This design comes from an exercise in tuning for small area, a short achievable clock period and few clock cycles per item on the open sky130 flow, not from production work.
Function was checked by simulation only, so behaviour that the tests miss may differ from the original.
Power and IR drop assume default switching activity.

before:
Design pob_fx_tail, start of the top module:
module pob_fx_tail (
    input  wire        clk,
    input  wire        rst,
    input  wire        cfg_we,
    input  wire [2:0]  cfg_addr,
    input  wire [31:0] cfg_wdata,
    input  wire        in_valid,
    output reg         in_ready,
    input  wire [31:0] in_l,
    input  wire [31:0] in_r,
    output reg         out_valid,
    input  wire        out_ready,
    output reg  [31:0] out_l,
    output reg  [31:0] out_r
);
Size in the first run: ~7800 cells after synthesis, about 1100 flip-flops, about 170 I/O pins, about 69000 um2 of cells after synthesis.
Settings: LEC_CHECK=0, CAP_MARGIN=20, CORE_MARGIN=2, CORE_UTILIZATION=40, SLEW_MARGIN=20; clock period 17.0 ns.
run.sh (not shown) runs the stock make flow with config.mk's settings and CLKGATE_MAP_FILE= SYNTH_SCRIPT=/design/flow/synth_recipe.tcl, a recipe that flattens the netlist after the stock synthesis.
Testbench counts of before, summed over its fixed seeds: cycles 51,328, frames 4,096.
Input-level comparison between after and before:
--- a/flow/design.v
+++ b/flow/design.v
@@ -1440,39 +1440,38 @@
             pend <= pend + {1'b0, acc} - {1'b0, take};
             in_ready <= ~acc & ~cfg_we & ~(pend[1] & ~take) &
                         ((last_w & (mo == eq_on)) | (~v0_w & ~v1_w));
         end
     end
     wire on0  = v0 &  mo;
     wire off0 = v0 & ~mo;
     wire on1  = v1 &  mp;
     wire off1 = v1 & ~mp;
+    reg rst_q;
+    always @(posedge clk)
+        rst_q <= rst;
+    wire       cfg_w = cfg_we & ~rst;
+    wire [7:0] cfg_a = cfg_w ? (8'd1 << cfg_addr) : 8'd0;
     always @(posedge clk) begin
-        if (rst) begin
-            nb0   <= 32'd0;
-            nb1   <= 32'd0;
-            nb2   <= 32'd0;
-            na1   <= 32'd0;
-            na2   <= 32'd0;
-            gain  <= GAIN_RST;
-            eq_on <= 1'b0;
-        end else if (cfg_we) begin
-            case (cfg_addr)
-                3'd0: nb0   <= cfg_wdata;
-                3'd1: nb1   <= cfg_wdata;
-                3'd2: nb2   <= cfg_wdata;
-                3'd3: na1   <= cfg_wdata;
-                3'd4: na2   <= cfg_wdata;
-                3'd5: gain  <= cfg_wdata;
-                3'd6: eq_on <= cfg_wdata[0];
-                default: ;
-            endcase
-        end
+        if (cfg_a[0])   nb0   <= cfg_wdata;
+        else if (rst_q) nb0   <= 32'd0;
+        if (cfg_a[1])   nb1   <= cfg_wdata;
+        else if (rst_q) nb1   <= 32'd0;
+        if (cfg_a[2])   nb2   <= cfg_wdata;
+        else if (rst_q) nb2   <= 32'd0;
+        if (cfg_a[3])   na1   <= cfg_wdata;
+        else if (rst_q) na1   <= 32'd0;
+        if (cfg_a[4])   na2   <= cfg_wdata;
+        else if (rst_q) na2   <= 32'd0;
+        if (cfg_a[5])   gain  <= cfg_wdata;
+        else if (rst_q) gain  <= GAIN_RST;
+        if (cfg_a[6])   eq_on <= cfg_wdata[0];
+        else if (rst_q) eq_on <= 1'b0;
     end
     localparam [6:0] P_NB0 = 7'h01, P_NB1 = 7'h02, P_K = 7'h04, P_NA1 = 7'h08,
                      P_GAIN = 7'h10, P_NA2 = 7'h20, P_NB2 = 7'h40;
     localparam [6:0] D_XL = 7'h40, D_XR = 7'h20, D_AR = 7'h10, D_Z1L = 7'h08,
                      D_Z1R = 7'h04, D_Y1L = 7'h02, D_Y1R = 7'h01;
     localparam [8:0] A_Z1L = 9'h100, A_Z1R = 9'h080, A_TL = 9'h040, A_TR = 9'h020,
                      A_AR = 9'h010, A_X1L = 9'h008, A_X1R = 9'h004, A_XL = 9'h002,
                      A_XR = 9'h001;
     localparam [4:0] B_MR = 5'h10, B_X1L = 5'h08, B_X1R = 5'h04, B_Z2L = 5'h02,
@@ -1617,19 +1616,19 @@
                 4'd7:  w_y1  = WR;
                 default: ;
             endcase
         end
     end
     wire [31:0] cl_ar = clamp10(ar);
     wire [31:0] cl_z1 = clamp10(w_x1[0] ? z1_l : z1_r);
     wire [31:0] cl_x  = clamp10(w_x1x[0] ? x_l : x_r);
     always @(posedge clk) begin
-        if (rst) begin
+        if (rst_q) begin
             z1_l <= 32'd0; z1_r <= 32'd0;
             z2_l <= 32'd0; z2_r <= 32'd0;
             x1_l <= 32'd0; x1_r <= 32'd0;
             y1_l <= 32'd0; y1_r <= 32'd0;
         end else begin
             if (w_z1[0] | w_z1y[0] | w_z10[0]) z1_l <= w_z10[0] ? 32'd0 : w_z1y[0] ? ar : cl_ar;
             if (w_z1[1] | w_z1y[1] | w_z10[1]) z1_r <= w_z10[1] ? 32'd0 : w_z1y[1] ? ar : cl_ar;
             if (w_z2[0] | w_z2m[0] | w_z20[0]) z2_l <= w_z20[0] ? 32'd0 : w_z2m[0] ? mr : cl_ar;
             if (w_z2[1] | w_z2m[1] | w_z20[1]) z2_r <= w_z20[1] ? 32'd0 : w_z2m[1] ? mr : cl_ar;
==> comparison <==
Relative to before, the final cell area reported for after is higher. Total area of sequential cells: after vs before up 1900 um2. The lower routed wire length of before and after is in after. From before to after the numbers moved as follows: area of the core grew by 1.1%, final design utilization shrank by 0.24 points, clock-net power shrank by about 5%.
Testbench counts of after, summed over its fixed seeds: cycles 51,328, frames 4,096.

[port drivers added, routing unchanged]
In the flow no input, the clock included, has a driving cell. The finished layouts below were timed again as built, in two steps. Step 1 assumes that a clkbuf_16 drives the clock port and a buf_2 every other input. Step 2 times the ports against the registers' clock, not the clock port: input delays grow and output delays shrink by t, the midpoint of the rising clock arrivals with the driver on. Three values: ideal ports, drivers, drivers and shift; two values: the first two.
| run | shift t [ns] | setup WS [ns] | worst setup path after step 2 | latest minus earliest clock arrival (ns) |
|---|---|---|---|---|
| before | 0.869 | 10.781 / 10.810 / 9.954 | input to register | 0.061 / 0.062 |
| after | 0.854 | 10.861 / 10.876 / 10.065 | input to register | 0.070 / 0.070 |
After both steps every run listed still meets setup and hold. For before, which loses most, drivers alone change the setup slack by +0.029 ns; drivers and shift together by -0.827 ns.
